Source: an optimization exercise on an open RTL-to-GDS flow (aim: small area, a short achievable clock period and few clock cycles). Production flows keep margins and buffers that such runs may drop. Where RTL was checked, it was by simulation tests only, not by an equivalence proof against the original. No functional check of the RTL was part of runs 3 and 4. No activity file was given, so power comes from the tool's default toggle rates.

File: flow/config.mk
export PLATFORM = sky130hd
export DESIGN_NAME = fde_enc
export DESIGN_NICKNAME = fde_enc
export VERILOG_FILES = /design/flow/design.v
export SDC_FILE = /design/flow/constraint.sdc
export NUM_CORES = 4
export LEC_CHECK = 0
export CAP_MARGIN = 20
export CORE_MARGIN = 2
export CORE_UTILIZATION = 65
export CTS_CLUSTER_DIAMETER = 120
export CTS_CLUSTER_SIZE = 26
export SLEW_MARGIN = 20
File: flow/constraint.sdc
create_clock -name core_clock -period 10.0 [get_ports {clk}]
set_input_delay 2.0000 -clock core_clock [delete_from_list [all_inputs] [get_ports {clk}]]
set_output_delay 2.0000 -clock core_clock [all_outputs]
set_load 0.01 [all_outputs]
File: flow/design.v
module fde_enc (
    input  wire        clk,
    input  wire        rst,           
    input  wire [1:0]  cfg_rot,       
    input  wire        cfg_mir,
    input  wire        cfg_inv,
    input  wire        cfg_typeb,     
    input  wire        cfg_flush,     
    input  wire [31:0] cfg_addr,      
    input  wire        pix_valid,
    output wire        pix_ready,
    input  wire [31:0] pix_data,
    output wire        out_valid,
    input  wire        out_ready,
    output wire [7:0]  out_data,
    output wire        out_last,
    output wire        frame_done,
    output wire        frame_dup
);
    reg          trn;            
    reg          rrev;           
    reg          desc;           
    reg          inv, typeb, flush;
    reg  [31:0]  addr;
    reg          flip_wr;        
    reg          typeb_rd, desc_rd, flush_rd, flip_rd;
    reg  [7:0]   addr3_rd;       
    reg          pix_rdy;
    reg          in_wait;        
    reg  [7:0]   idx;
    wire         fire0 = pix_valid & pix_rdy;
    wire         first0 = (idx == 8'd0);
    wire         rr0 = first0 ? cfg_rot[1] : rrev;
    wire         fl0 = first0 ? cfg_rot[1] ^ flip_rd : flip_wr;
    wire [3:0]   row0 = (trn ? idx[3:0] : idx[7:4]) ^ {4{rr0}} ^ {fl0, 3'b000};
    reg          v1, last1;
    reg  [3:0]   row1;
    reg  [31:0]  d1;
    reg          v2, last2;
    reg  [3:0]   row2;
    reg  [31:0]  crc;            
    reg  [31:0]  last_fp;
    reg          last_ok;
    wire ce0 = d1[0] ^ d1[2] ^ d1[10] ^ d1[11] ^ d1[15] ^ d1[16] ^ d1[17] ^ d1[18] ^ d1[20] ^ d1[23] ^ d1[24] ^ d1[26] ^ d1[30];
    wire ce1 = d1[2] ^ d1[3] ^ d1[13] ^ d1[14] ^ d1[16] ^ d1[17] ^ d1[21] ^ d1[22] ^ d1[23] ^ d1[24] ^ d1[25] ^ d1[26] ^ d1[27] ^ d1[29] ^ d1[30];
    wire ce2 = d1[0] ^ d1[4] ^ d1[7] ^ d1[8] ^ d1[10] ^ d1[11] ^ d1[12] ^ d1[13] ^ d1[15] ^ d1[16] ^ d1[18] ^ d1[22] ^ d1[24] ^ d1[27] ^ d1[29] ^ d1[30] ^ d1[31];
    wire ce3 = d1[7] ^ d1[9] ^ d1[10] ^ d1[13] ^ d1[14] ^ d1[16] ^ d1[18] ^ d1[19] ^ d1[22] ^ d1[24] ^ d1[25] ^ d1[28] ^ d1[29] ^ d1[30] ^ d1[31];
    wire ce4 = d1[0] ^ d1[1] ^ d1[5] ^ d1[8] ^ d1[9] ^ d1[16] ^ d1[18] ^ d1[21] ^ d1[23] ^ d1[24] ^ d1[29] ^ d1[30];
    wire ce5 = d1[9] ^ d1[11] ^ d1[12] ^ d1[13] ^ d1[17] ^ d1[18] ^ d1[21] ^ d1[22] ^ d1[25] ^ d1[26] ^ d1[30];
    wire ce6 = d1[0] ^ d1[4] ^ d1[5] ^ d1[8] ^ d1[9] ^ d1[10] ^ d1[11] ^ d1[13] ^ d1[14] ^ d1[15] ^ d1[17] ^ d1[20] ^ d1[21] ^ d1[22] ^ d1[23] ^ d1[27] ^ d1[28];
    wire ce7 = d1[1] ^ d1[3] ^ d1[5] ^ d1[9] ^ d1[11] ^ d1[13] ^ d1[15] ^ d1[16] ^ d1[17] ^ d1[19] ^ d1[20] ^ d1[21] ^ d1[23] ^ d1[26] ^ d1[27] ^ d1[28] ^ d1[30];
    wire ce8 = d1[0] ^ d1[1] ^ d1[2] ^ d1[8] ^ d1[9] ^ d1[10] ^ d1[11] ^ d1[12] ^ d1[16] ^ d1[17] ^ d1[18] ^ d1[20] ^ d1[23] ^ d1[24] ^ d1[27] ^ d1[28] ^ d1[29];
    wire ce9 = d1[2] ^ d1[5] ^ d1[6] ^ d1[9] ^ d1[10] ^ d1[11] ^ d1[13] ^ d1[20] ^ d1[27] ^ d1[30] ^ d1[31];
    wire ce10 = d1[1] ^ d1[2] ^ d1[4] ^ d1[8] ^ d1[10] ^ d1[12] ^ d1[13] ^ d1[14] ^ d1[16] ^ d1[20] ^ d1[22] ^ d1[28] ^ d1[29] ^ d1[30];
    wire ce11 = d1[2] ^ d1[3] ^ d1[4] ^ d1[9] ^ d1[18] ^ d1[23] ^ d1[24] ^ d1[26] ^ d1[27] ^ d1[28];
    wire ce12 = d1[4] ^ d1[6] ^ d1[8] ^ d1[9] ^ d1[10] ^ d1[15] ^ d1[16] ^ d1[17] ^ d1[18] ^ d1[21] ^ d1[22] ^ d1[23] ^ d1[25] ^ d1[26] ^ d1[28] ^ d1[29] ^ d1[30] ^ d1[31];
    wire ce13 = d1[1] ^ d1[3] ^ d1[4] ^ d1[5] ^ d1[6] ^ d1[8] ^ d1[14] ^ d1[16] ^ d1[17] ^ d1[18] ^ d1[19] ^ d1[24] ^ d1[26] ^ d1[31];
    wire ce14 = d1[0] ^ d1[4] ^ d1[5] ^ d1[6] ^ d1[7] ^ d1[9] ^ d1[10] ^ d1[12] ^ d1[15] ^ d1[18] ^ d1[20] ^ d1[22] ^ d1[24] ^ d1[25] ^ d1[27] ^ d1[28];
    wire ce15 = d1[0] ^ d1[1] ^ d1[2] ^ d1[3] ^ d1[7] ^ d1[11] ^ d1[13] ^ d1[16] ^ d1[19] ^ d1[24] ^ d1[27] ^ d1[30];
    wire ce16 = d1[3] ^ d1[5] ^ d1[7] ^ d1[10] ^ d1[11] ^ d1[16] ^ d1[27];
    wire ce17 = d1[0] ^ d1[1] ^ d1[7] ^ d1[9] ^ d1[11] ^ d1[13] ^ d1[14] ^ d1[15] ^ d1[17] ^ d1[18] ^ d1[20] ^ d1[21] ^ d1[22] ^ d1[25] ^ d1[26] ^ d1[28] ^ d1[29] ^ d1[30];
    wire ce18 = d1[0] ^ d1[2] ^ d1[5] ^ d1[6] ^ d1[9] ^ d1[13] ^ d1[16] ^ d1[29] ^ d1[31];
    wire ce19 = d1[2] ^ d1[7] ^ d1[8] ^ d1[9] ^ d1[13] ^ d1[17] ^ d1[19] ^ d1[20] ^ d1[21] ^ d1[25] ^ d1[29] ^ d1[30];
    wire ce20 = d1[0] ^ d1[2] ^ d1[4] ^ d1[6] ^ d1[12] ^ d1[14] ^ d1[17] ^ d1[18] ^ d1[20] ^ d1[29] ^ d1[31];
    wire ce21 = d1[0] ^ d1[8] ^ d1[9] ^ d1[18] ^ d1[24] ^ d1[26] ^ d1[27] ^ d1[31];
    wire ce22 = d1[0] ^ d1[1] ^ d1[3] ^ d1[4] ^ d1[5] ^ d1[6] ^ d1[8] ^ d1[10] ^ d1[12] ^ d1[13] ^ d1[14] ^ d1[16] ^ d1[17] ^ d1[19] ^ d1[25] ^ d1[26] ^ d1[29];
    wire ce23 = d1[0] ^ d1[3] ^ d1[5] ^ d1[6] ^ d1[8] ^ d1[12] ^ d1[13] ^ d1[19] ^ d1[21] ^ d1[22] ^ d1[23] ^ d1[24] ^ d1[26] ^ d1[29] ^ d1[30] ^ d1[31];
    wire ce24 = d1[0] ^ d1[1] ^ d1[3] ^ d1[5] ^ d1[10] ^ d1[13] ^ d1[20] ^ d1[24] ^ d1[25] ^ d1[27] ^ d1[28];
    wire ce25 = d1[1] ^ d1[2] ^ d1[3] ^ d1[7] ^ d1[8] ^ d1[10] ^ d1[14] ^ d1[15] ^ d1[16] ^ d1[19] ^ d1[25] ^ d1[27] ^ d1[28];
    wire ce26 = d1[0] ^ d1[1] ^ d1[2] ^ d1[7] ^ d1[8] ^ d1[9] ^ d1[10] ^ d1[11] ^ d1[13] ^ d1[15] ^ d1[16] ^ d1[17] ^ d1[19] ^ d1[22] ^ d1[23] ^ d1[25] ^ d1[26];
    wire ce27 = d1[0] ^ d1[4] ^ d1[5] ^ d1[8] ^ d1[11] ^ d1[16] ^ d1[17] ^ d1[19] ^ d1[20] ^ d1[22] ^ d1[23] ^ d1[24] ^ d1[25] ^ d1[26] ^ d1[28];
    wire ce28 = d1[1] ^ d1[2] ^ d1[3] ^ d1[4] ^ d1[7] ^ d1[11] ^ d1[13] ^ d1[14] ^ d1[16] ^ d1[17] ^ d1[18] ^ d1[20] ^ d1[21] ^ d1[23] ^ d1[26] ^ d1[27] ^ d1[31];
    wire ce29 = d1[0] ^ d1[6] ^ d1[7] ^ d1[11] ^ d1[12] ^ d1[13] ^ d1[14] ^ d1[15] ^ d1[16] ^ d1[18] ^ d1[19] ^ d1[21] ^ d1[22] ^ d1[23] ^ d1[24] ^ d1[25] ^ d1[26] ^ d1[27] ^ d1[28] ^ d1[29] ^ d1[30];
    wire ce30 = d1[2] ^ d1[3] ^ d1[5] ^ d1[6] ^ d1[8] ^ d1[10] ^ d1[14] ^ d1[17] ^ d1[20] ^ d1[21] ^ d1[23] ^ d1[25] ^ d1[27] ^ d1[31];
    wire ce31 = d1[1] ^ d1[5] ^ d1[8] ^ d1[10] ^ d1[11] ^ d1[13] ^ d1[15] ^ d1[19] ^ d1[22] ^ d1[23] ^ d1[25] ^ d1[31];
    wire [31:0] ce = {ce31, ce30, ce29, ce28, ce27, ce26, ce25, ce24, ce23, ce22, ce21, ce20, ce19, ce18, ce17, ce16, ce15, ce14, ce13, ce12, ce11, ce10, ce9, ce8, ce7, ce6, ce5, ce4, ce3, ce2, ce1, ce0};
    wire [31:0] cy = crc ^ ce;
    wire [31:0] cnext = (cy >> 1) ^ (cy[0] ? 32'hEDB88320 : 32'h0);
    localparam [31:0] CRC_INIT = 32'h3F5503EF;
    wire [7:0]  lr = d1[7:0];
    wire [7:0]  lg = d1[15:8];
    wire [7:0]  lb = d1[23:16];
    wire lt1 = ~lr[5] ^ lr[2];
    wire lt2 = ~lr[5] & lr[2];
    wire lt3 = ~lr[6] ^ lr[3] ^ lr[1];
    wire lt4 = (~lr[6] & lr[3]) | (~lr[6] & lr[1]) | (lr[3] & lr[1]);
    wire lt5 = ~lg[3] ^ lb[6] ^ lb[3];
    wire lt6 = (~lg[3] & lb[6]) | (~lg[3] & lb[3]) | (lb[6] & lb[3]);
    wire lt7 = ~lr[7] ^ lr[4] ^ lr[2];
    wire lt8 = (~lr[7] & lr[4]) | (~lr[7] & lr[2]) | (lr[4] & lr[2]);
    wire lt9 = ~lg[4] ^ lb[7] ^ lb[4];
    wire lt10 = (~lg[4] & lb[7]) | (~lg[4] & lb[4]) | (lb[7] & lb[4]);
    wire lt11 = lb[2] ^ lb[1];
    wire lt12 = lb[2] & lb[1];
    wire lt13 = lr[5] ^ lr[3] ^ ~lg[5];
    wire lt14 = (lr[5] & lr[3]) | (lr[5] & ~lg[5]) | (lr[3] & ~lg[5]);
    wire lt15 = lb[5] ^ lb[3] ^ lb[2];
    wire lt16 = (lb[5] & lb[3]) | (lb[5] & lb[2]) | (lb[3] & lb[2]);
    wire lt17 = lr[6] ^ lr[4] ^ ~lg[6];
    wire lt18 = (lr[6] & lr[4]) | (lr[6] & ~lg[6]) | (lr[4] & ~lg[6]);
    wire lt19 = ~lg[0] ^ lb[6] ^ lb[4];
    wire lt20 = (~lg[0] & lb[6]) | (~lg[0] & lb[4]) | (lb[6] & lb[4]);
    wire lt21 = lb[3] ^ lb[1];
    wire lt22 = lb[3] & lb[1];
    wire lt23 = lr[7] ^ lr[5] ^ ~lr[0];
    wire lt24 = (lr[7] & lr[5]) | (lr[7] & ~lr[0]) | (lr[5] & ~lr[0]);
    wire lt25 = ~lg[7] ^ ~lg[1] ^ lb[7];
    wire lt26 = (~lg[7] & ~lg[1]) | (~lg[7] & lb[7]) | (~lg[1] & lb[7]);
    wire lt27 = lb[5] ^ lb[4] ^ lb[2];
    wire lt28 = (lb[5] & lb[4]) | (lb[5] & lb[2]) | (lb[4] & lb[2]);
    wire lt29 = lr[6] ^ ~lr[1] ^ lr[0];
    wire lt30 = (lr[6] & ~lr[1]) | (lr[6] & lr[0]) | (~lr[1] & lr[0]);
    wire lt31 = ~lg[2] ^ lb[6] ^ lb[5];
    wire lt32 = (~lg[2] & lb[6]) | (~lg[2] & lb[5]) | (lb[6] & lb[5]);
    wire lt33 = lr[7] ^ ~lr[2] ^ lr[1];
    wire lt34 = (lr[7] & ~lr[2]) | (lr[7] & lr[1]) | (~lr[2] & lr[1]);
    wire lt35 = ~lg[3] ^ lg[0] ^ lb[7];
    wire lt36 = (~lg[3] & lg[0]) | (~lg[3] & lb[7]) | (lg[0] & lb[7]);
    wire lt37 = ~lr[3] ^ lr[2] ^ ~lg[4];
    wire lt38 = (~lr[3] & lr[2]) | (~lr[3] & ~lg[4]) | (lr[2] & ~lg[4]);
    wire lt39 = ~lr[4] ^ lr[3];
    wire lt40 = ~lr[4] & lr[3];
    wire lt41 = ~lr[3] ^ lr[0] ^ ~lg[0];
    wire lt42 = (~lr[3] & lr[0]) | (~lr[3] & ~lg[0]) | (lr[0] & ~lg[0]);
    wire lt43 = ~lr[4] ^ lr[1] ^ ~lg[1];
    wire lt44 = (~lr[4] & lr[1]) | (~lr[4] & ~lg[1]) | (lr[1] & ~lg[1]);
    wire lt45 = lt1 ^ lr[0] ^ ~lg[2];
    wire lt46 = (lt1 & lr[0]) | (lt1 & ~lg[2]) | (lr[0] & ~lg[2]);
    wire lt47 = lb[5] ^ lb[2];
    wire lt48 = lb[5] & lb[2];
    wire lt49 = lt3 ^ lt5 ^ lb[1];
    wire lt50 = (lt3 & lt5) | (lt3 & lb[1]) | (lt5 & lb[1]);
    wire lt51 = lb[0] ^ 1'b1 ^ lt2;
    wire lt52 = (lb[0] & 1'b1) | (lb[0] & lt2) | (1'b1 & lt2);
    wire lt53 = lt7 ^ lt9 ^ lt11;
    wire lt54 = (lt7 & lt9) | (lt7 & lt11) | (lt9 & lt11);
    wire lt55 = 1'b1 ^ lt4 ^ lt6;
    wire lt56 = (1'b1 & lt4) | (1'b1 & lt6) | (lt4 & lt6);
    wire lt57 = lt13 ^ lt15 ^ lb[0];
    wire lt58 = (lt13 & lt15) | (lt13 & lb[0]) | (lt15 & lb[0]);
    wire lt59 = lt8 ^ lt10 ^ lt12;
    wire lt60 = (lt8 & lt10) | (lt8 & lt12) | (lt10 & lt12);
    wire lt61 = lt17 ^ lt19 ^ lt21;
    wire lt62 = (lt17 & lt19) | (lt17 & lt21) | (lt19 & lt21);
    wire lt63 = 1'b1 ^ lt14 ^ lt16;
    wire lt64 = (1'b1 & lt14) | (1'b1 & lt16) | (lt14 & lt16);
    wire lt65 = lt23 ^ lt25 ^ lt27;
    wire lt66 = (lt23 & lt25) | (lt23 & lt27) | (lt25 & lt27);
    wire lt67 = lt18 ^ lt20 ^ lt22;
    wire lt68 = (lt18 & lt20) | (lt18 & lt22) | (lt20 & lt22);
    wire lt69 = lt29 ^ lt31 ^ lb[3];
    wire lt70 = (lt29 & lt31) | (lt29 & lb[3]) | (lt31 & lb[3]);
    wire lt71 = lt24 ^ lt26 ^ lt28;
    wire lt72 = (lt24 & lt26) | (lt24 & lt28) | (lt26 & lt28);
    wire lt73 = lt33 ^ lt35 ^ lb[6];
    wire lt74 = (lt33 & lt35) | (lt33 & lb[6]) | (lt35 & lb[6]);
    wire lt75 = lb[4] ^ lt30 ^ lt32;
    wire lt76 = (lb[4] & lt30) | (lb[4] & lt32) | (lt30 & lt32);
    wire lt77 = lt37 ^ lg[1] ^ lb[7];
    wire lt78 = (lt37 & lg[1]) | (lt37 & lb[7]) | (lg[1] & lb[7]);
    wire lt79 = lb[5] ^ lt34 ^ lt36;
    wire lt80 = (lb[5] & lt34) | (lb[5] & lt36) | (lt34 & lt36);
    wire lt81 = lt39 ^ ~lg[5] ^ lg[2];
    wire lt82 = (lt39 & ~lg[5]) | (lt39 & lg[2]) | (~lg[5] & lg[2]);
    wire lt83 = lb[6] ^ 1'b1 ^ lt38;
    wire lt84 = (lb[6] & 1'b1) | (lb[6] & lt38) | (1'b1 & lt38);
    wire lt85 = ~lr[5] ^ lr[4] ^ ~lg[6];
    wire lt86 = (~lr[5] & lr[4]) | (~lr[5] & ~lg[6]) | (lr[4] & ~lg[6]);
    wire lt87 = lg[3] ^ lb[7] ^ lt40;
    wire lt88 = (lg[3] & lb[7]) | (lg[3] & lt40) | (lb[7] & lt40);
    wire lt89 = ~lr[6] ^ lr[5] ^ ~lg[7];
    wire lt90 = (~lr[6] & lr[5]) | (~lr[6] & ~lg[7]) | (lr[5] & ~lg[7]);
    wire lt91 = lt41 ^ lb[3];
    wire lt92 = lt41 & lb[3];
    wire lt93 = lt43 ^ lb[4] ^ lb[1];
    wire lt94 = (lt43 & lb[4]) | (lt43 & lb[1]) | (lb[4] & lb[1]);
    wire lt95 = lt45 ^ lt47 ^ lb[0];
    wire lt96 = (lt45 & lt47) | (lt45 & lb[0]) | (lt47 & lb[0]);
    wire lt97 = lt49 ^ lt51 ^ lt46;
    wire lt98 = (lt49 & lt51) | (lt49 & lt46) | (lt51 & lt46);
    wire lt99 = lt53 ^ lt55 ^ lt50;
    wire lt100 = (lt53 & lt55) | (lt53 & lt50) | (lt55 & lt50);
    wire lt101 = lt57 ^ lt59 ^ lt54;
    wire lt102 = (lt57 & lt59) | (lt57 & lt54) | (lt59 & lt54);
    wire lt103 = lt61 ^ lt63 ^ lt58;
    wire lt104 = (lt61 & lt63) | (lt61 & lt58) | (lt63 & lt58);
    wire lt105 = lt65 ^ lt67 ^ lt62;
    wire lt106 = (lt65 & lt67) | (lt65 & lt62) | (lt67 & lt62);
    wire lt107 = lt69 ^ lt71 ^ lt66;
    wire lt108 = (lt69 & lt71) | (lt69 & lt66) | (lt71 & lt66);
    wire lt109 = lt73 ^ lt75 ^ lt70;
    wire lt110 = (lt73 & lt75) | (lt73 & lt70) | (lt75 & lt70);
    wire lt111 = lt77 ^ lt79 ^ lt74;
    wire lt112 = (lt77 & lt79) | (lt77 & lt74) | (lt79 & lt74);
    wire lt113 = lt81 ^ lt83 ^ lt78;
    wire lt114 = (lt81 & lt83) | (lt81 & lt78) | (lt83 & lt78);
    wire lt115 = lt85 ^ lt87 ^ lt82;
    wire lt116 = (lt85 & lt87) | (lt85 & lt82) | (lt87 & lt82);
    wire lt117 = lt89 ^ lg[4] ^ lt86;
    wire lt118 = (lt89 & lg[4]) | (lt89 & lt86) | (lg[4] & lt86);
    wire lt119 = ~lr[7] ^ lr[6] ^ lg[5];
    wire lt120 = (~lr[7] & lr[6]) | (~lr[7] & lg[5]) | (lr[6] & lg[5]);
    wire lt121 = ~lr[0] ^ lb[0];
    wire lt122 = ~lr[0] & lb[0];
    wire lt123 = ~lr[1] ^ lb[1];
    wire lt124 = ~lr[1] & lb[1];
    wire lt125 = ~lr[2] ^ lb[2] ^ 1'b1;
    wire lt126 = (~lr[2] & lb[2]) | (~lr[2] & 1'b1) | (lb[2] & 1'b1);
    wire lt127 = lt91 ^ lb[0] ^ 1'b1;
    wire lt128 = (lt91 & lb[0]) | (lt91 & 1'b1) | (lb[0] & 1'b1);
    wire lt129 = lt93 ^ lt42 ^ lt92;
    wire lt130 = (lt93 & lt42) | (lt93 & lt92) | (lt42 & lt92);
    wire lt131 = lt95 ^ lt44 ^ lt94;
    wire lt132 = (lt95 & lt44) | (lt95 & lt94) | (lt44 & lt94);
    wire lt133 = lt97 ^ lt48 ^ lt96;
    wire lt134 = (lt97 & lt48) | (lt97 & lt96) | (lt48 & lt96);
    wire lt135 = lt99 ^ lt52 ^ lt98;
    wire lt136 = (lt99 & lt52) | (lt99 & lt98) | (lt52 & lt98);
    wire lt137 = lt101 ^ lt56 ^ lt100;
    wire lt138 = (lt101 & lt56) | (lt101 & lt100) | (lt56 & lt100);
    wire lt139 = lt103 ^ lt60 ^ lt102;
    wire lt140 = (lt103 & lt60) | (lt103 & lt102) | (lt60 & lt102);
    wire lt141 = lt105 ^ lt64 ^ lt104;
    wire lt142 = (lt105 & lt64) | (lt105 & lt104) | (lt64 & lt104);
    wire lt143 = lt107 ^ lt68 ^ lt106;
    wire lt144 = (lt107 & lt68) | (lt107 & lt106) | (lt68 & lt106);
    wire lt145 = lt109 ^ lt72 ^ lt108;
    wire lt146 = (lt109 & lt72) | (lt109 & lt108) | (lt72 & lt108);
    wire lt147 = lt111 ^ lt76 ^ lt110;
    wire lt148 = (lt111 & lt76) | (lt111 & lt110) | (lt76 & lt110);
    wire lt149 = lt113 ^ lt80 ^ lt112;
    wire lt150 = (lt113 & lt80) | (lt113 & lt112) | (lt80 & lt112);
    wire lt151 = lt115 ^ lt84 ^ lt114;
    wire lt152 = (lt115 & lt84) | (lt115 & lt114) | (lt84 & lt114);
    wire lt153 = lt117 ^ lt88 ^ lt116;
    wire lt154 = (lt117 & lt88) | (lt117 & lt116) | (lt88 & lt116);
    wire lt155 = lt119 ^ lt90 ^ lt118;
    wire lt156 = (lt119 & lt90) | (lt119 & lt118) | (lt90 & lt118);
    wire lt157 = lr[7] ^ lg[6] ^ lt120;
    wire lt158 = (lr[7] & lg[6]) | (lr[7] & lt120) | (lg[6] & lt120);
    wire [22:0] lx = {1'b0, 1'b1, lg[7], lt157, lt155, lt153, lt151, lt149, lt147, lt145, lt143, lt141, lt139, lt137, lt135, lt133, lt131, lt129, lt127, lt125, lt123, lt121, 1'b0};
    wire [22:0] ly = {1'b0, 1'b0, lt158, lt156, lt154, lt152, lt150, lt148, lt146, lt144, lt142, lt140, lt138, lt136, lt134, lt132, lt130, lt128, lt126, lt124, lt122, 1'b1, 1'b0};
    reg  [22:0] lx2, ly2;
    wire [22:0] ls2 = lx2 + ly2;
    wire        luma_ge2 = ls2[22];
    wire        pix_bit = luma_ge2 ^ inv;
    reg  [15:0]  st [0:15];      
    reg          gen_on;
    reg  [1:0]   panel;
    reg  [4:0]   pos;
    reg  [2:0]   col;            
    reg  [7:0]   nsum;           
    reg  [7:0]   cb;             
    reg  [7:0]   sb;             
    reg          sb_v;
    reg  [7:0]   gbyte;
    reg          o_v, o_l, s_v, s_l;
    reg  [7:0]   o_d, s_d;
    reg          done_r, dup_r, dupw;
    assign pix_ready  = pix_rdy;
    assign out_valid  = o_v;
    assign out_data   = o_d;
    assign out_last   = o_l;
    assign frame_done = done_r;
    assign frame_dup  = dup_r;
    wire gen_fire = gen_on & ~s_v;
    wire [4:0] last_pos = typeb_rd ? 5'd23 : 5'd11;
    wire gen_end  = gen_fire & (panel == 2'd3) & (pos == last_pos);
    wire col_next = typeb_rd ? (pos[0] == 1'b0 && pos >= 5'd4 && pos <= 5'd18)
                          : (pos >= 5'd2 && pos <= 5'd9);
    wire rot_step = gen_fire & col_next;
    wire [3:0] place = desc_rd ? {~col, 1'b1} : 4'd0;
    wire       rhalf = panel[1] ^ flip_rd;       
    reg  [7:0] cbyte;
    integer k;
    always @(*) begin
        for (k = 0; k < 8; k = k + 1)
            cbyte[7 - k] = st[{rhalf, k[2:0]}][place];
    end
    wire [7:0] paddr = (panel == 2'd3) ? addr3_rd : addr[8 * panel +: 8];
    function [7:0] hexdig;
        input [3:0] n;
        begin
            hexdig = (n <= 4'd9) ? {4'h3, n} : 8'h57 + {4'h0, n};
        end
    endfunction
    always @(*) begin
        if (!typeb_rd) begin
            case (pos)
                5'd0:    gbyte = 8'h80;
                5'd1:    gbyte = flush_rd ? 8'h83 : 8'h84;
                5'd2:    gbyte = paddr;
                5'd11:   gbyte = 8'h8F;
                default: gbyte = cb;
            endcase
        end else begin
            case (pos)
                5'd0:    gbyte = 8'h02;
                5'd1:    gbyte = hexdig(paddr[7:4]);
                5'd2:    gbyte = hexdig(paddr[3:0]);
                5'd3:    gbyte = 8'h30;
                5'd4:    gbyte = 8'h38;
                5'd21:   gbyte = 8'h03;
                5'd22:   gbyte = hexdig(nsum[7:4]);
                5'd23:   gbyte = hexdig(nsum[3:0]);
                default: gbyte = pos[0] ? hexdig(cb[7:4]) : hexdig(cb[3:0]);
            endcase
        end
    end
    wire summed = typeb_rd && pos >= 5'd1 && pos <= 5'd20;
    wire [31:0] fp  = crc;      
    wire        dup = last_ok && (last_fp == fp);
    wire        o_free = ~o_v | out_ready;
    wire        dispatch = last2 & ~dup;
    wire        dup_done = ((last2 & dup) | dupw) & ~o_v;
    wire        gen_on_n = (gen_on & ~gen_end) | dispatch;
    wire        wait_keep = ~dispatch & ~dup_done;
    wire [7:0]  idx_inc = idx + 8'd1;
    wire        early = panel[1] & (panel[0] | (pos >= 5'd3) | ((pos == 5'd2) & gen_fire));
    wire [4:0]  last_ld = typeb_rd ? 5'd18 : 5'd9;
    wire        rd_done = (panel == 2'd3) & ((pos > last_ld) | ((pos == last_ld) & gen_fire));
    wire        rdy_f = ~((in_wait | (idx == 8'd255)) & wait_keep) &
                        (~gen_on_n | (early & (trn ? ~idx_inc[3] : ~idx_inc[7])) |
                         (rd_done & (idx_inc != 8'd255)));
    wire        rdy_nf = ~(in_wait & wait_keep) &
                         (~gen_on_n | (early & (trn ? ~idx[3] : ~idx[7])) |
                          (rd_done & (idx != 8'd255)));
    wire        pix_rdy_n = fire0 ? rdy_f : rdy_nf;
    wire        in_wait_n = (in_wait | (fire0 & (idx == 8'd255))) & wait_keep;
    wire        spec0 = dispatch & o_free & ~s_v;
    always @(posedge clk) begin
        d1    <= pix_data;
        lx2   <= lx;
        ly2   <= ly;
        row1  <= row0;
        row2  <= row1;
        if (fire0 && first0) begin
            trn   <= cfg_rot[0];
            rrev  <= cfg_rot[1];
            desc  <= cfg_rot[0] ^ cfg_rot[1] ^ cfg_mir;
            flip_wr <= cfg_rot[1] ^ flip_rd;
            inv   <= cfg_inv;
            typeb <= cfg_typeb;
            flush <= cfg_flush;
            addr  <= cfg_addr;
        end
        if (rst) begin
            pix_rdy <= 1'b1;
            in_wait <= 1'b0;
            flip_rd <= 1'b0;
            idx     <= 8'd0;
            v1      <= 1'b0;
            last1   <= 1'b0;
            v2      <= 1'b0;
            last2   <= 1'b0;
            crc     <= CRC_INIT;
            last_ok <= 1'b0;
            gen_on  <= 1'b0;
            panel   <= 2'd0;
            pos     <= 5'd0;
            col     <= 3'd0;
            o_v     <= 1'b0;
            s_v     <= 1'b0;
            sb_v    <= 1'b0;
            done_r  <= 1'b0;
            dup_r   <= 1'b0;
            dupw    <= 1'b0;
        end else begin
            if (fire0)
                idx <= idx_inc;
            in_wait <= in_wait_n;
            pix_rdy <= pix_rdy_n;
            v1    <= fire0;
            last1 <= fire0 & (idx == 8'd255);
            v2    <= v1;
            last2 <= last1;
            if (v1)
                crc <= cnext;
            if (last2) begin
                crc <= CRC_INIT;
                if (!dup) begin
                    last_fp <= fp;
                    last_ok <= 1'b1;
                    gen_on  <= 1'b1;
                    flip_rd <= flip_wr;
                    if (spec0) begin
                        pos  <= 5'd1;
                        nsum <= 8'd2;
                    end
                end
            end
            done_r <= 1'b0;
            dup_r  <= 1'b0;
            if (o_v && out_ready && o_l) begin
                done_r <= 1'b1;
                if (last2 && dup)
                    dupw <= 1'b1;
            end else if ((last2 && dup) || dupw) begin
                if (!o_v) begin
                    done_r  <= 1'b1;
                    dup_r   <= 1'b1;
                    dupw    <= 1'b0;
                end else begin
                    dupw <= 1'b1;
                end
            end
            sb_v <= gen_fire & summed;
            if (sb_v)
                nsum <= nsum - sb;
            if (gen_fire) begin
                if (pos == 5'd0)
                    nsum <= 8'd2;
                if (rot_step) begin
                    col <= col + 3'd1;
                    cb  <= cbyte;
                end
                if (pos == last_pos) begin
                    pos   <= 5'd0;
                    panel <= panel + 2'd1;
                    if (panel == 2'd3)
                        gen_on  <= 1'b0;
                end else begin
                    pos <= pos + 5'd1;
                end
            end
            if (o_free) begin
                if (s_v) begin
                    o_v <= 1'b1;
                    s_v <= 1'b0;
                end else begin
                    o_v <= gen_fire | spec0;
                end
            end else if (gen_fire) begin
                s_v <= 1'b1;
            end
        end
        if (dispatch) begin
            typeb_rd <= typeb;
            desc_rd  <= desc;
            flush_rd <= flush;
            addr3_rd <= addr[31:24];
        end
        sb <= gbyte;
        if (o_free) begin
            if (s_v) begin
                o_d <= s_d;
                o_l <= s_l;
            end else begin
                o_d <= gen_on ? gbyte : (typeb ? 8'h02 : 8'h80);
                o_l <= gen_end;
            end
        end else if (gen_fire) begin
            s_d <= gbyte;
            s_l <= gen_end;
        end
    end
    genvar r;
    generate
        for (r = 0; r < 16; r = r + 1) begin : g_row
            wire ld = v2 && (row2 == r);
            wire rt = rot_step && (rhalf == r[3]);
            always @(posedge clk) begin
                if (ld || rt)
                    st[r] <= {ld ? pix_bit : st[r][0], st[r][15:1]};
            end
        end
    endgenerate
endmodule
File: flow/flow/run.sh
#!/bin/bash
set -euo pipefail
bash standard.sh SETUP_SLACK_MARGIN=6.85 'BUFFER_PORTS_ARGS=-buffer_cell sky130_fd_sc_hd__buf_1' finish > standard_flow.log 2>&1
File: flow/standard.sh
#!/bin/bash
# synth_recipe.tcl (not shown) runs the flow's synth.tcl, then flattens the netlist and writes it again
# the make line also repeats each setting of config.mk as NAME=value (left out here)
make -C /OpenROAD-flow-scripts/flow DESIGN_CONFIG=/design/flow/config.mk WORK_HOME=/design/flow/orfs CLKGATE_MAP_FILE= SYNTH_SCRIPT=/design/flow/synth_recipe.tcl "${@:-finish}"
==> results of run 1 <==
layer usage:
metal	vias to the layer above	wire [um]	track usage (%)
met2	453	22200	39.92
met3	47	3575	3.901
met4	0	776	4.456
li1	6329	-	-
met5	-	0	0
met1	6790	23700	41.71
cells in the mapped netlist (all sizes together) (4+ instances only):
master  instances  area share (%)
a21oi          37            0.76
nand2b          8            0.20
nand3          18            0.37
nor3b           4            0.12
fa             66             5.4
or3             4            0.10
xnor2         256             9.4
a211oi         11            0.34
xor2           57             2.0
nor2           92             1.4
edfxtp        372              46
a31oi          14            0.36
a22o            7            0.25
o21ai          55             1.1
mux4           48             4.4
clkbuf         53            0.81
buf            24            0.55
a21o           12            0.37
dfxtp         152              12
mux2i          34             1.4
nor4            4            0.10
nand2         120             1.8
inv           115             1.8
nor2b          14            0.36
nor3           17            0.37
xnor3           6            0.57
nand4          11            0.28
and2            7            0.18
mux2           16            0.74
o311ai          5            0.18
o211ai          9            0.28
ha             75             3.8
and3            6            0.15
layout make-up:
class / count / area, um^2
timing repair buffer: 107 / 508.0
inverter: 116 / 444.2
tap: 474 / 593.1
clock buffer: 41 / 664.4
antenna: 1 / 2.502
multi-input combinational: 1061 / 9639
sequential: 524 / 14270
fill: 2586 / 11130
clock inverter: 3 / 57.56
per-stage QoR:
step / cell area, um^2 / power, W / hold WS [ns]
after floorplan: 24480 / 0.003445 / 0.3096
after global placement: 25120 / 0.003722 / 0.3148
after detailed placement: 25120 / 0.003747 / 0.3150
after CTS: 26020 / 0.004864 / 0.3347
after global routing: 26180 / 0.005064 / 0.3364
final: 26180 / 0.004825 / 0.3416
report_power, final:
part / switching [W] / internal, W
registers: 0.000138 / 0.00245
clock network: 0.000651 / 0.000468
logic: 0.000576 / 0.000544
worst paths after layout:
| check | to | cells after the start | slack, ns |
|---|---|---|---|
| max | out_last | 1 | 6.89 |
| min | row2[0] | 0 | 0.34 |
| max reg2reg | o_d[1] | 9 | 6.92 |
| min reg2reg | row2[0] | 0 | 0.34 |
logic make-up (layout without fill, tap and decap cells):
group                      Yosys count  count (layout)  synth area share (%)
buffers and inverters              193             267                 3.143
muxes                               98              98                 6.552
xor gates and xnor gates           320             320                 12.16
other                                0               1                     0
DFF                                524             524                 58.15
AOI/OAI and AO/OA                  184             184                 4.827
adders and majority gates          141             141                 9.244
and+or+nand+nor                    318             318                 5.927
registers in the layout (all words and copies together) (netlist names), 19 cells and up:
register  cells
st          256
addr         32
crc          32
d1           32
last_fp      32
lx2          20
ly2          19
repair_timing:
item,CTS,global route
setup buffers,6,8
endpoints found under the setup margin,359,271
hold endpoints to repair,0,0
resized for setup,49,27
pin swaps,0,0
cells in the final DEF (no fill, tap or decap), types with 6 or more instances in the layout:
| cell type | Yosys | final |
|---|---|---|
| dfxtp_2 | 0 | 23 |
| xnor2_1 | 250 | 249 |
| nor3_1 | 16 | 16 |
| o211ai_1 | 9 | 9 |
| nand2_1 | 120 | 102 |
| buf_1 | 8 | 83 |
| a21o_1 | 12 | 12 |
| mux2_2 | 16 | 16 |
| o21ai_0 | 52 | 50 |
| inv_1 | 115 | 113 |
| buf_4 | 2 | 19 |
| mux4_2 | 48 | 48 |
| a31oi_1 | 14 | 13 |
| clkbuf_1 | 53 | 17 |
| nand2_2 | 0 | 17 |
| a211oi_1 | 11 | 11 |
| fa_1 | 66 | 66 |
| nor2b_1 | 14 | 14 |
| edfxtp_1 | 372 | 372 |
| a21oi_1 | 37 | 36 |
| dfxtp_4 | 0 | 7 |
| nand3_1 | 18 | 18 |
| nand2b_1 | 8 | 6 |
| and3_1 | 6 | 6 |
| ha_1 | 75 | 73 |
| xor2_1 | 57 | 57 |
| nor2_1 | 92 | 91 |
| clkbuf_16 | 0 | 24 |
| mux2i_1 | 34 | 31 |
| a22o_1 | 7 | 7 |
| dfxtp_1 | 152 | 122 |
| nand4_1 | 11 | 11 |
==> flow_summary.yaml, run 1 <==
worst_setup_path:
  r2r_start: "pos[0]"
  cp-start-kind: "flop"
  path_class: "flop to primary output"
  critPathLaunch: "o_l"
  critical_path.max_fanout: 2
  crit_chain: "buf_1"
  arrival_ns: 1.11
  slowest_delay_ns: 0.39
  worstPathRequired_ns: 8.00
  worst_path_max_delay_cell: "edfxtp_1"
  path_buf_inv: 1
  endpoint_kind: "primary output"
  cp_top_family: "flip-flops"
min_path:
  hp-start: "row1[0]"
  hold_class: "flop to flop"
detailed_routing:
  drc: 0
  viasPerCell: 5.853
  totalWireLength_mm: 50.25
  drtIter0Drc: 990
  ant_nets: 0
  drtPass1Iterations: 5
  vias: 13619
  wl_per_cell_um: 21.60
floorplan:
  pin_count: 87
  start_util_pct: 65.52
  die_h_um: 197.9
  rows: 71
  die_w_um: 197.9
  core_mm2: 0.03731
  die-area_mm2: 0.03917
finish:
  fin_util_pct: 70.16
  drive_gt1_share_pct: 10.64
  syn2layout_area_growth_pct: 7.089
  fin_cells: 2327
  final_nets: 2049
yosys:
  synth_cell_types: 71
  yosys_warnings: 2
  avgSynthCellArea_um2: 13.75
  syn_area_mm2: 0.02444
  synth-seq-cells: 524
  ys_seq_area_share_pct: 58.15
  synth-edff-count: 372
  synthCells: 1778
  synth_ff_type: "edfxtp_1"
  synthArstFlopShare_pct: 0
  syn-num-nets: 1993
placement:
  place_ws_ns: 6.003
  port-buffer-count: 86
  place_congestion: 0.8939
  dp.cells: 2267
  dpl.hpwl_mm: 35.66
status:
  status: "timing/DRC/antenna clean"
grt:
  grt_start_max_net_pins: 57
  grt_pass1_wl_mm: 77.95
  first_global_vias: 13334
  antenna_found_initial: 2
  gr-total-overflow: 0
  track_usage_pct: 26.42
power:
  p_per_area_mw_per_mm2: 184.3
  power_leakage_nw: 9.288
  vdd_drop_max_uv: 194.7
timing:
  timing.final.ws_setup_ns: 6.888
  worstMarginPinSlew_ns: 1.044
  grt_setup_unrepaired: "true"
  maxSlewViolCount: 0
  fin_crit_ns: 3.112
  finalSetupViolCount: 0
  timing.final.crit_share_pct: 31.12
  finalHoldViolCount: 0
  setup_tns_ns: 0
  clock.fmax_mhz: 321.4
  slew_headroom_pct: 30.39
  clock_skew_ns: 0.03298
clocking:
  cts_root_buf: "clkbuf_16"
  path_clk_slew_ns: 0.10
  cts_buffers: 24
  cts.sinks: 524
  hold_buffers: 0
  clk_latency_ns: 0.60
  htree_levels: 1
  cts_tree: "done"
  clockBufferDepth: 3
flow_run:
  maxCapViolCount: 0
Testbench counts, summed over its fixed seeds: cycles 58,141.
==> run 2, diff against run 1 <==
--- a/flow/config.mk
+++ b/flow/config.mk
@@ -11,3 +11,4 @@
 export CTS_CLUSTER_DIAMETER = 120
 export CTS_CLUSTER_SIZE = 26
 export SLEW_MARGIN = 20
+export TNS_END_PERCENT = 20
==> run 2 against run 1 <==
Worst setup slack worse by 0.16 ns. Still clean on timing, DRC and antenna. Via count is 0.65% higher. Largest power group unchanged. Global-route usage is 0.17 points lower. Register-to-register slack worse by 0.18 ns. Synthesized cell count stayed put. Sequential share of layout area is 0.11 points higher.
==> flow_summary.yaml, run 2 <==
status:
  status: "timing/DRC/antenna clean"
yosys:
  synthArstFlopShare_pct: 0
  synth_ff_type: "edfxtp_1"
  synth-edff-count: 372
  avgSynthCellArea_um2: 13.75
  synthTopCellsByArea: "edfxtp_1 (46%), dfxtp_1 (12%), xnor2_1 (9.0%), fa_1 (5.4%), mux4_2 (4.4%)"
  synth-seq-cells: 524
  ys_seq_area_share_pct: 58.15
  yosysMostFrequentCell: "edfxtp_1"
  yosysTopAreaCell: "edfxtp_1"
  synth_cell_types: 71
  syn-num-nets: 1993
  yosys_warnings: 2
  yosys-top-cells-count: "edfxtp_1 (372), xnor2_1 (250), dfxtp_1 (152), nand2_1 (120), inv_1 (115)"
  syn_area_mm2: 0.02444
  yosysTopAreaCellShare_pct: 45.70
  synthCells: 1778
timing:
  finalHoldViolCount: 0
  grt_setup_unrepaired: "true"
  timing.final.crit_share_pct: 32.70
  setup_tns_ns: 0
  slew_headroom_pct: 34.43
  clock.fmax_mhz: 305.8
  fin_crit_ns: 3.270
  clock_skew_ns: 0.03092
  finalSetupViolCount: 0
  worstMarginPinSlew_ns: 0.9835
  maxSlewViolCount: 0
finish:
  layout.cells.most_common_list: "edfxtp_1 (372), xnor2_1 (249), dfxtp_1 (137), inv_1 (114), nand2_1 (102)"
  final.fill_count: 2579
  diodes: 0
  final_cell_area_mm2: 0.02607
  syn2layout_area_growth_pct: 6.654
  largest_reg_flops: 256
  final_nets: 2039
  regMostFlops: "st"
  drive_gt1_share_pct: 8.963
  final_common_cell: "edfxtp_1"
floorplan:
  start_util_pct: 65.52
  rows: 71
  die_h_um: 197.9
  core_mm2: 0.03731
  pin_count: 87
  die-area_mm2: 0.03917
  die_w_um: 197.9
grt:
  grt_pass1_wl_mm: 77.65
  track_usage_pct: 26.26
  antenna_found_initial: 0
  gr-total-overflow: 0
  first_global_vias: 13386
  grt_start_max_net_pins: 57
clocking:
  htree_levels: 1
  hold_buffers: 0
  clk_latency_ns: 0.59
  path_clk_slew_ns: 0.10
  cts_root_buf: "clkbuf_16"
  cts_tree: "done"
  clockBufferDepth: 3
  cts.sinks: 524
  cts_buffers: 24
detailed_routing:
  totalWireLength_mm: 50.26
  wl_per_cell_um: 21.71
  drc: 0
  drtIter0Drc: 1074
  drtPass1Iterations: 6
  ant_nets: 0
  viasPerCell: 5.921
  vias: 13707
placement:
  dpl.hpwl_mm: 35.69
  place_congestion: 0.9141
  port-buffer-count: 86
  dpl-instance-area_mm2: 0.02510
power:
  p_int_w: 0.003460
  switching_share_pct: 28.29
  p_per_area_mw_per_mm2: 185.1
  seq_power_share_pct: 53.6
  vdd_drop_max_uv: 232.1
  switchingPower_w: 0.001365
  power_frac_comb_pct: 23.1
  power_leakage_nw: 9.227
  p_clk_share_pct: 23.2
worst_setup_path:
  crit_chain: "buf_1"
  arrival_ns: 1.27
  cp-start-kind: "flop"
  critical_path.max_fanout: 7
  worstPathRequired_ns: 8.00
  slowest_delay_ns: 0.51
  path_class: "flop to primary output"
  path_buf_inv: 1
  worst_path_max_delay_cell: "dfxtp_1"
  cp_top_family: "flip-flops"
  endpoint_kind: "primary output"
flow_run:
  maxCapViolCount: 0
min_path:
  hold_class: "flop to flop"
==> run 2: cell counts after synthesis <==
No cell type changed its count.
==> run 2: repair_timing <==
| item | 4_1_cts | 5_1_grt |
|---|---|---|
| setup endpoints to repair | 361 | 306 |
| resized for setup | 33 | 23 |
| buffers inserted | 2 | 4 |
| pin swaps | 0 | 0 |
==> run 2: cell type report <==
cell class	count	area (um^2)	share of cell area (%)
Sequential cell	524	14240	54.62
Inverter	116	440.4	1.689
Clock buffer	41	664.4	2.548
Tap cell	474	593.1	2.275
Timing Repair Buffer	97	426.7	1.637
Clock inverter	2	60.06	0.2304
Multi-Input combinational cell	1061	9647	37.00
==> run 2: final timing paths <==
check          start        end  slack [ns]  depth (start not counted)
min reg2reg  row1[1]    row2[1]        0.35                          0
max reg2reg    d1[5]     lx2[9]        6.74                          6
min          row1[1]    row2[1]        0.35                          0
max              o_v  out_valid        6.73                          1
==> run 2: metrics by stage <==
stage	worst slack, ns	instances	hold slack, ns	util, %	total power, W
detailed placement	5.970	2265	0.3200	67.26	0.003742
finish	6.730	2315	0.3462	69.88	0.004825
global route	6.661	2315	0.3518	69.88	0.005071
CTS	6.697	2310	0.3494	69.50	0.004858
floorplan	6.723	1778	0.3096	-	0.003445
global placement	6.041	2265	0.3153	67.26	0.003722
==> run 2: metal layers <==
metal | wire length (um) | GRT usage, % | up-vias
met1 | 23750 | 41.48 | 6866
met3 | 3429 | 3.338 | 41
met4 | 710 | 4.400 | 0
met2 | 22360 | 39.97 | 499
met5 | 0 | 0 | -
li1 | - | - | 6301
==> run 2: cells by family (layout without fill, tap and decap cells) <==
kind of cell / count (synthesis) / count (layout) / synth area share (%)
flip-flops: 524 / 524 / 58.15
XOR/XNOR: 320 / 320 / 12.16
AND/OR/NAND/NOR: 318 / 318 / 5.927
buffers and inverters: 193 / 256 / 3.143
AO/OA/AOI/OAI: 184 / 184 / 4.827
adder cells (fa/ha/maj): 141 / 141 / 9.244
multiplexers: 98 / 98 / 6.552
==> run 2: power by group through the flow <==
stage | logic (W) | registers, W | clock network, W
final | 0.00112 | 0.00259 | 0.00112
after global routing | 0.00125 | 0.00260 | 0.00122
after CTS | 0.00112 | 0.00259 | 0.00115
after detailed placement | 0.00111 | 0.00264 | 0
after global placement | 0.00109 | 0.00263 | 0
after floorplan | 0.000883 | 0.00256 | 0
==> run 3, diff against run 2 <==
--- a/flow/design.v
+++ b/flow/design.v
@@ -254,8 +254,8 @@
     reg  [7:0]   sb;             
     reg          sb_v;
     reg  [7:0]   gbyte;
-    reg          o_v, o_l, s_v, s_l;
-    reg  [7:0]   o_d, s_d;
+    reg          o_v, o_l, s_v, s_l, o_lh;
+    reg  [7:0]   o_d, s_d, o_h;     
     reg          done_r, dup_r, dupw;
     assign pix_ready  = pix_rdy;
     assign out_valid  = o_v;
@@ -311,14 +311,15 @@
     wire [31:0] fp  = crc;      
     wire        dup = last_ok && (last_fp == fp);
     wire        o_free = ~o_v | out_ready;
+    wire [7:0]  o_new  = s_v ? s_d : (gen_on ? gbyte : (typeb ? 8'h02 : 8'h80));
+    wire        o_lnew = s_v ? s_l : gen_end;
     wire        dispatch = last2 & ~dup;
     wire        dup_done = ((last2 & dup) | dupw) & ~o_v;
     wire        gen_on_n = (gen_on & ~gen_end) | dispatch;
     wire        wait_keep = ~dispatch & ~dup_done;
     wire [7:0]  idx_inc = idx + 8'd1;
-    wire        early = panel[1] & (panel[0] | (pos >= 5'd3) | ((pos == 5'd2) & gen_fire));
-    wire [4:0]  last_ld = typeb_rd ? 5'd18 : 5'd9;
-    wire        rd_done = (panel == 2'd3) & ((pos > last_ld) | ((pos == last_ld) & gen_fire));
+    wire        early = panel[1] & (panel[0] | (pos >= 5'd3));
+    wire        rd_done = (panel == 2'd3) & (pos > (typeb_rd ? 5'd18 : 5'd9));
     wire        rdy_f = ~((in_wait | (idx == 8'd255)) & wait_keep) &
                         (~gen_on_n | (early & (trn ? ~idx_inc[3] : ~idx_inc[7])) |
                          (rd_done & (idx_inc != 8'd255)));
@@ -441,15 +442,13 @@
             addr3_rd <= addr[31:24];
         end
         sb <= gbyte;
-        if (o_free) begin
-            if (s_v) begin
-                o_d <= s_d;
-                o_l <= s_l;
-            end else begin
-                o_d <= gen_on ? gbyte : (typeb ? 8'h02 : 8'h80);
-                o_l <= gen_end;
-            end
-        end else if (gen_fire) begin
+        o_d <= o_free ? o_new : o_h;
+        o_l <= o_free ? o_lnew : o_lh;
+        if (o_free & (s_v | gen_fire | spec0)) begin
+            o_h  <= o_new;
+            o_lh <= o_lnew;
+        end
+        if (!o_free && gen_fire) begin
             s_d <= gbyte;
             s_l <= gen_end;
         end
==> flow/flow/run.sh (replaced) <==
#!/bin/bash
set -euo pipefail
bash standard.sh SETUP_SLACK_MARGIN=7 'BUFFER_PORTS_ARGS=-buffer_cell sky130_fd_sc_hd__buf_1' finish > standard_flow.log 2>&1
--- a/flow/config.mk
+++ b/flow/config.mk
@@ -8,7 +8,6 @@
 export CAP_MARGIN = 20
 export CORE_MARGIN = 2
 export CORE_UTILIZATION = 65
-export CTS_CLUSTER_DIAMETER = 120
-export CTS_CLUSTER_SIZE = 26
+export CTS_CLUSTER_DIAMETER = 150
+export CTS_CLUSTER_SIZE = 20
 export SLEW_MARGIN = 20
-export TNS_END_PERCENT = 20
==> run 3 against run 2 <==
Maximum frequency rose by 5.2%. Final cell count rose by 5.1%. Core utilization rose by 3.1 points. Sequential share of layout area fell by 1.7 points. Cell area rose by 4.9%. Power rose by 3.6%. Area after synthesis rose by 0.62%. Critical path depth did not move. Via count rose by 3.2%. Combinational power barely moved. Global-route usage rose by 0.44 points. Sequential cell count rose by 9. Largest power group unchanged.
==> flow_summary.yaml, run 3 <==
finish:
  diodes: 0
  syn2layout_area_growth_pct: 11.23
  fin_cells: 2432
  final.fill_count: 2564
  regMostFlops: "st"
  final_common_cell: "edfxtp_1"
  final_nets: 2113
  drive_gt1_share_pct: 15.72
  largest_reg_flops: 256
  layout.cells.most_common_list: "edfxtp_1 (372), xnor2_1 (222), dfxtp_1 (122), inv_1 (111), nand2_1 (104)"
  final_cell_area_mm2: 0.02736
yosys:
  yosys.area_share.xor_xnor_pct: 11.61
  synth_fa_ha_area_share_pct: 9.187
  synth_ff_type: "edfxtp_1"
  synth-simple-area-share_pct: 5.799
  yosysTopAreaCell: "edfxtp_1"
  synthTopCellsByArea: "edfxtp_1 (45%), dfxtp_1 (13%), xnor2_1 (7.9%), fa_1 (5.4%), mux4_2 (4.4%)"
  syn-num-nets: 2001
  synth-seq-cells: 533
  synthMuxAreaShare_pct: 6.882
  synthArstFlopShare_pct: 0
  synth-edff-count: 372
  syn_area_mm2: 0.02460
  synthCells: 1786
  ys_seq_area_share_pct: 58.52
  synth_compound_area_share_pct: 5.000
  yosys-top-cells-count: "edfxtp_1 (372), xnor2_1 (223), dfxtp_1 (161), inv_1 (122), nand2_1 (122)"
  synth_top_family_by_area: "XOR/XNOR gates"
  synth_cell_types: 72
  yosysTopAreaCellShare_pct: 45.41
  yosysMostFrequentCell: "edfxtp_1"
  avgSynthCellArea_um2: 13.77
  yosys_warnings: 2
timing:
  worstMarginPinSlew_ns: 0.9990
  clock.fmax_mhz: 321.7
  finalSetupViolCount: 0
  maxSlewViolCount: 0
  setup_tns_ns: 0
  grt_setup_unrepaired: "true"
  slew_headroom_pct: 33.40
  fin_crit_ns: 3.108
  finalHoldViolCount: 0
  clock_skew_ns: 0.03772
  timing.final.ws_setup_ns: 6.892
  timing.final.crit_share_pct: 31.08
worst_setup_path:
  worstPathRequired_ns: 8.00
  path_buf_inv: 1
  endpoint_kind: "primary output"
  slowest_delay_ns: 0.37
  path_class: "flop to primary output"
  worst_path_max_delay_cell: "dfxtp_4"
  critical_path.max_fanout: 2
  arrival_ns: 1.11
  cp-start-kind: "flop"
  crit_chain: "buf_6"
  cp_top_family: "flip-flops"
power:
  power_leakage_nw: 9.757
  switching_share_pct: 27.81
  switchingPower_w: 0.001391
  total_power_w: 0.005001
  p_per_area_mw_per_mm2: 182.8
  power_frac_comb_pct: 22.6
  p_clk_share_pct: 25.2
  p_int_w: 0.003610
  seq_power_share_pct: 52.2
  vdd_drop_max_uv: 176.9
detailed_routing:
  drtIter0Drc: 1237
  viasPerCell: 5.816
  vias: 14145
  drc: 0
  ant_nets: 0
  drtPass1Iterations: 5
  totalWireLength_mm: 51.90
  wl_per_cell_um: 21.34
placement:
  place_ws_ns: 6.183
  dp.cells: 2318
  dpl.hpwl_mm: 36.04
  port-buffer-count: 86
  dpl-instance-area_mm2: 0.02537
  place_congestion: 0.9379
clocking:
  cts_buffers: 30
  cts.sinks: 533
  cts_root_buf: "clkbuf_16"
  path_clk_slew_ns: 0.10
  clockBufferDepth: 3
  clk_latency_ns: 0.63
  htree_levels: 1
  cts_tree: "done"
grt:
  track_usage_pct: 26.70
  antenna_found_initial: 0
  gr-total-overflow: 0
  grt_start_max_net_pins: 59
  grt_pass1_wl_mm: 79.58
  first_global_vias: 13939
floorplan:
  start_util_pct: 65.61
  rows: 71
  die_w_um: 198.5
  core_mm2: 0.03749
  die-area_mm2: 0.03941
  die_h_um: 198.5
  pin_count: 87
min_path:
  hold_class: "flop to flop"
status:
  status: "timing/DRC/antenna clean"
flow_run:
  maxCapViolCount: 0
## run 3: final cells by class
cell class                 count  area, um^2  area share [%]
timing repair buffer         149       940.9           3.439
sequential                   533       14490           52.95
multi-input combinational   1061        9920           36.26
clock inverter                 2       38.79          0.1418
clock buffer                  53       837.1           3.060
inverter                     123       498.0           1.820
tap                          511       639.4           2.337
## run 3: cell families after synthesis
| kind of cell | after synthesis |
|---|---|
| buffers and inverters | 192 |
| xor gates and xnor gates | 315 |
| DFF | 533 |
| AOI/OAI and AO/OA | 189 |
| adders and majority gates | 141 |
| and+or+nand+nor | 310 |
| muxes | 106 |
## run 3: path summary, 6_finish.rpt
kind                            cells past startpoint  startpoint  slack (ns)         to
worst max-delay path                                1     pix_rdy        6.89  pix_ready
worst min-delay path                                0     row1[3]        0.33    row2[3]
worst max register to register                     11    panel[0]        6.99     o_d[6]
worst min register to register                      0     row1[3]        0.33    row2[3]
## run 3: timing repair
action | 4_1_cts | 5_1_grt
resized for setup | 108 | 79
hold buffers | 0 | 0
setup endpoints to repair | 416 | 311
buffers inserted | 24 | 34
pin swaps | 9 | 19
## run 3: per-stage QoR
step                      hold WS, ns  util, %
after floorplan                0.3096        -
after global placement         0.3197    67.68
after detailed placement       0.3150    67.68
after CTS                      0.3415    71.33
after global routing           0.3524    72.98
final                          0.3315    72.98
## run 3: power by group through the flow
| stage | clock network, W | logic [W] | registers [W] |
|---|---|---|---|
| after floorplan | 0 | 0.000864 | 0.00260 |
| after global placement | 0 | 0.00106 | 0.00266 |
| after detailed placement | 0 | 0.00107 | 0.00266 |
| after CTS | 0.00128 | 0.00109 | 0.00261 |
| after global routing | 0.00136 | 0.00125 | 0.00263 |
| final | 0.00126 | 0.00113 | 0.00261 |
## run 3: layer usage
layer	vias up	track usage (%)	part of all wire, %
met5	-	0	0
met4	0	7.297	2.5
met3	74	3.120	5.8
met2	430	40.96	46
met1	7148	40.91	46
li1	6493	-	-
==> run 4, diff against run 3 <==
--- a/flow/design.v
+++ b/flow/design.v
@@ -254,16 +254,18 @@
     reg  [7:0]   sb;             
     reg          sb_v;
     reg  [7:0]   gbyte;
-    reg          o_v, o_l, s_v, s_l, o_lh;
-    reg  [7:0]   o_d, s_d, o_h;     
+    wire         o_free;         
+    reg          o_v, o_l;
+    reg  [7:0]   o_d;
     reg          done_r, dup_r, dupw;
     assign pix_ready  = pix_rdy;
+    assign o_free     = ~o_v | out_ready;
     assign out_valid  = o_v;
     assign out_data   = o_d;
     assign out_last   = o_l;
     assign frame_done = done_r;
     assign frame_dup  = dup_r;
-    wire gen_fire = gen_on & ~s_v;
+    wire gen_fire = gen_on & o_free;
     wire [4:0] last_pos = typeb_rd ? 5'd23 : 5'd11;
     wire gen_end  = gen_fire & (panel == 2'd3) & (pos == last_pos);
     wire col_next = typeb_rd ? (pos[0] == 1'b0 && pos >= 5'd4 && pos <= 5'd18)
@@ -310,9 +312,6 @@
     wire summed = typeb_rd && pos >= 5'd1 && pos <= 5'd20;
     wire [31:0] fp  = crc;      
     wire        dup = last_ok && (last_fp == fp);
-    wire        o_free = ~o_v | out_ready;
-    wire [7:0]  o_new  = s_v ? s_d : (gen_on ? gbyte : (typeb ? 8'h02 : 8'h80));
-    wire        o_lnew = s_v ? s_l : gen_end;
     wire        dispatch = last2 & ~dup;
     wire        dup_done = ((last2 & dup) | dupw) & ~o_v;
     wire        gen_on_n = (gen_on & ~gen_end) | dispatch;
@@ -328,7 +327,7 @@
                           (rd_done & (idx != 8'd255)));
     wire        pix_rdy_n = fire0 ? rdy_f : rdy_nf;
     wire        in_wait_n = (in_wait | (fire0 & (idx == 8'd255))) & wait_keep;
-    wire        spec0 = dispatch & o_free & ~s_v;
+    wire        spec0 = dispatch & o_free;
     always @(posedge clk) begin
         d1    <= pix_data;
         lx2   <= lx;
@@ -361,7 +360,6 @@
             pos     <= 5'd0;
             col     <= 3'd0;
             o_v     <= 1'b0;
-            s_v     <= 1'b0;
             sb_v    <= 1'b0;
             done_r  <= 1'b0;
             dup_r   <= 1'b0;
@@ -424,16 +422,8 @@
                     pos <= pos + 5'd1;
                 end
             end
-            if (o_free) begin
-                if (s_v) begin
-                    o_v <= 1'b1;
-                    s_v <= 1'b0;
-                end else begin
-                    o_v <= gen_fire | spec0;
-                end
-            end else if (gen_fire) begin
-                s_v <= 1'b1;
-            end
+            if (o_free)
+                o_v <= gen_fire | spec0;
         end
         if (dispatch) begin
             typeb_rd <= typeb;
@@ -442,15 +432,9 @@
             addr3_rd <= addr[31:24];
         end
         sb <= gbyte;
-        o_d <= o_free ? o_new : o_h;
-        o_l <= o_free ? o_lnew : o_lh;
-        if (o_free & (s_v | gen_fire | spec0)) begin
-            o_h  <= o_new;
-            o_lh <= o_lnew;
-        end
-        if (!o_free && gen_fire) begin
-            s_d <= gbyte;
-            s_l <= gen_end;
+        if (o_free) begin
+            o_d <= gen_on ? gbyte : (typeb ? 8'h02 : 8'h80);
+            o_l <= gen_end;
         end
     end
     genvar r;
==> run 4 against run 3 <==
Non-clock buffer count down 21. Clock power down 4%. Sequential cell count down 19. Largest power group unchanged. Register-to-register slack better by 0.05 ns. Core utilization down 0.80 points. Highest routed layer unchanged.
==> flow_summary.yaml, run 4 <==
status:
  status: "timing/DRC/antenna clean"
finish:
  final_common_cell: "edfxtp_1"
  syn2layout_area_growth_pct: 10.14
  regMostFlops: "st"
  final_nets: 2116
  diodes: 0
  drive_gt1_share_pct: 12.90
  final.fill_count: 2519
  final_cell_area_mm2: 0.02700
  layout.cells.most_common_list: "edfxtp_1 (363), xnor2_1 (204), dfxtp_1 (124), inv_1 (118), nand2_1 (103)"
  largest_reg_flops: 256
worst_setup_path:
  slowest_delay_ns: 0.41
  r2r_slack_ns: 7.04
  critical_path.max_fanout: 2
  cp-start-kind: "flop"
  endpoint_kind: "primary output"
  path_buf_inv: 1
  cp_top_family: "flip-flops"
  path_class: "flop to primary output"
  arrival_ns: 1.14
  crit_chain: "clkbuf_2"
  worstPathRequired_ns: 8.00
  worst_path_max_delay_cell: "edfxtp_1"
timing:
  maxSlewViolCount: 0
  finalSetupViolCount: 0
  grt_setup_unrepaired: "true"
  finalHoldViolCount: 0
  clock.fmax_mhz: 318.0
  timing.final.crit_share_pct: 31.45
  slew_headroom_pct: 35.29
  clock_skew_ns: 0.02811
  setup_tns_ns: 0
  worstMarginPinSlew_ns: 0.9686
  fin_crit_ns: 3.145
clocking:
  clk_latency_ns: 0.61
  cts_buffers: 29
  cts_tree: "done"
  hold_buffers: 0
  clockBufferDepth: 3
  cts.sinks: 514
  path_clk_slew_ns: 0.08
  htree_levels: 1
  cts_root_buf: "clkbuf_16"
detailed_routing:
  drc: 0
  viasPerCell: 5.836
  wl_per_cell_um: 20.83
  drtPass1Iterations: 5
  ant_nets: 0
  totalWireLength_mm: 50.70
  vias: 14206
  drtIter0Drc: 1290
floorplan:
  core_mm2: 0.03740
  start_util_pct: 65.53
  pin_count: 87
  rows: 71
  die_w_um: 198.2
  die-area_mm2: 0.03928
  die_h_um: 198.2
yosys:
  synthArstFlopShare_pct: 0
  ys_seq_area_share_pct: 56.81
  synthTopCellsByArea: "edfxtp_1 (44%), dfxtp_1 (12%), xnor2_1 (7.3%), fa_1 (5.4%), mux4_2 (4.4%)"
  synth-edff-count: 363
  syn-num-nets: 2039
  yosys.area_share.xor_xnor_pct: 12.05
  synth-seq-cells: 514
  yosysMostFrequentCell: "edfxtp_1"
  yosysTopAreaCell: "edfxtp_1"
  avgSynthCellArea_um2: 13.44
  synth_top_family_by_area: "XOR/XNOR gates"
  yosys-top-cells-count: "edfxtp_1 (363), xnor2_1 (205), dfxtp_1 (151), inv_1 (124), nand2_1 (122)"
  yosys_warnings: 2
  synth_cell_types: 75
  synth_compound_area_share_pct: 5.610
  synth-simple-area-share_pct: 7.004
  synthMuxAreaShare_pct: 5.906
  synth_fa_ha_area_share_pct: 9.219
  synth_ff_type: "edfxtp_1"
  yosysTopAreaCellShare_pct: 44.47
  synthCells: 1824
  syn_area_mm2: 0.02451
power:
  switchingPower_w: 0.001395
  power_frac_comb_pct: 23.3
  switching_share_pct: 28.63
  p_int_w: 0.003478
  seq_power_share_pct: 51.8
  p_clk_share_pct: 24.8
  power_leakage_nw: 9.706
  vdd_drop_max_uv: 161.5
  p_per_area_mw_per_mm2: 180.5
grt:
  first_global_vias: 13885
  grt_pass1_wl_mm: 79.07
  grt_start_max_net_pins: 45
  track_usage_pct: 26.45
  gr-total-overflow: 0
  antenna_found_initial: 0
placement:
  port-buffer-count: 86
  place_congestion: 0.9351
  dpl-instance-area_mm2: 0.02546
  dpl.hpwl_mm: 34.92
min_path:
  hold_class: "flop to flop"
flow_run:
  maxCapViolCount: 0
[run 4: power by group through the flow]
stage / clock network [W] / logic (W) / registers [W]
2_1_floorplan: 0 / 0.000871 / 0.00251
3_3_place_gp: 0 / 0.00109 / 0.00257
3_5_place_dp: 0 / 0.00110 / 0.00257
4_1_cts: 0.00124 / 0.00113 / 0.00253
5_1_grt: 0.00131 / 0.00127 / 0.00254
6_report: 0.00121 / 0.00114 / 0.00252
[run 4: logic make-up after synthesis]
logic type | after synthesis
DFF | 514
adders and majority gates | 141
xor gates and xnor gates | 309
buffers and inverters | 209
and+or+nand+nor | 361
muxes | 84
AOI/OAI and AO/OA | 206
[run 4: path summary, 6_finish.rpt]
path                                from        to  cells past startpoint
worst max-delay path                 o_l  out_last                      1
worst min-delay path             row1[2]   row2[2]                      0
worst max register to register  panel[0]    o_d[1]                     10
worst min register to register   row1[2]   row2[2]                      0
[run 4: metal layers]
metal  up-vias  share of wire (%)  global-route usage, %  wire (um)
li1       6608                  -                      -          -
met1      7099                 47                  40.66      23660
met2       419                 45                  40.71      23040
met3        80                5.5                  3.355       2802
met4         0                2.4                  6.015       1199
met5         -                  0                      0          0
[run 4: what timing repair did]
action                                  CTS  global route
buffers inserted                         14            21
pin swaps                                 2             8
gates resized for setup                  60            61
endpoints found under the setup margin  371           106
endpoints found under the hold margin     0             0
cloned                                    1             1
[run 4: area by class of cell]
class / instances / area, um^2 / area share [%]
clock inverter: 2 / 28.78 / 0.1066
inverter: 125 / 494.2 / 1.831
tap: 511 / 639.4 / 2.368
timing repair buffer: 128 / 725.7 / 2.688
clock buffer: 51 / 808.3 / 2.994
multi-input combinational: 1103 / 10300 / 38.15
sequential: 514 / 14000 / 51.86
[run 4: through the flow]
stage               instances  setup WS, ns  total power [W]  util, %  hold WS, ns
floorplan                1824         6.753         0.003380        -       0.3096
global placement         2344         6.014         0.003663    68.06       0.3201
detailed placement       2344         5.982         0.003678    68.06       0.3160
CTS                      2412         6.824         0.004894    71.10       0.3456
global route             2434         6.816         0.005109    72.18       0.3558
finish                   2434         6.855         0.004873    72.18       0.3455

port drivers added, routing unchanged:
Ports are ideal in the flow. The routed layouts listed here were re-timed in OpenROAD. Step 1, drivers: a clkbuf_16 drives clk and a buf_2 each remaining input, both assumed. Step 2 moves the port delays by t, midway between the first and last clock arrival at a register: inputs arrive t later, outputs are due t later. That takes back most of the time a late clock gives input paths. a / b / c = ideal / step 1 / step 2; a / b = the first two.
run | t, ns | setup WS [ns] | worst setup path after step 2 | latest minus earliest clock arrival (ns) | worst data-port slew with drivers (ns)
run 1 | 0.644 | 6.888 / 6.833 / 6.409 | input to register | 0.033 / 0.034 | 0.09
run 2 | 0.637 | 6.730 / 6.673 / 6.390 | input to register | 0.031 / 0.031 | 0.08
run 3 | 0.665 | 6.892 / 6.834 / 6.528 | input to register | 0.042 / 0.042 | 0.06
run 4 | 0.651 | 6.855 / 6.797 / 6.473 | input to register | 0.032 / 0.031 | 0.05
After both steps every run listed still meets setup and hold. The setup slack of run 1, which loses most, moves by -0.055 ns with the drivers and by -0.479 ns with both steps.
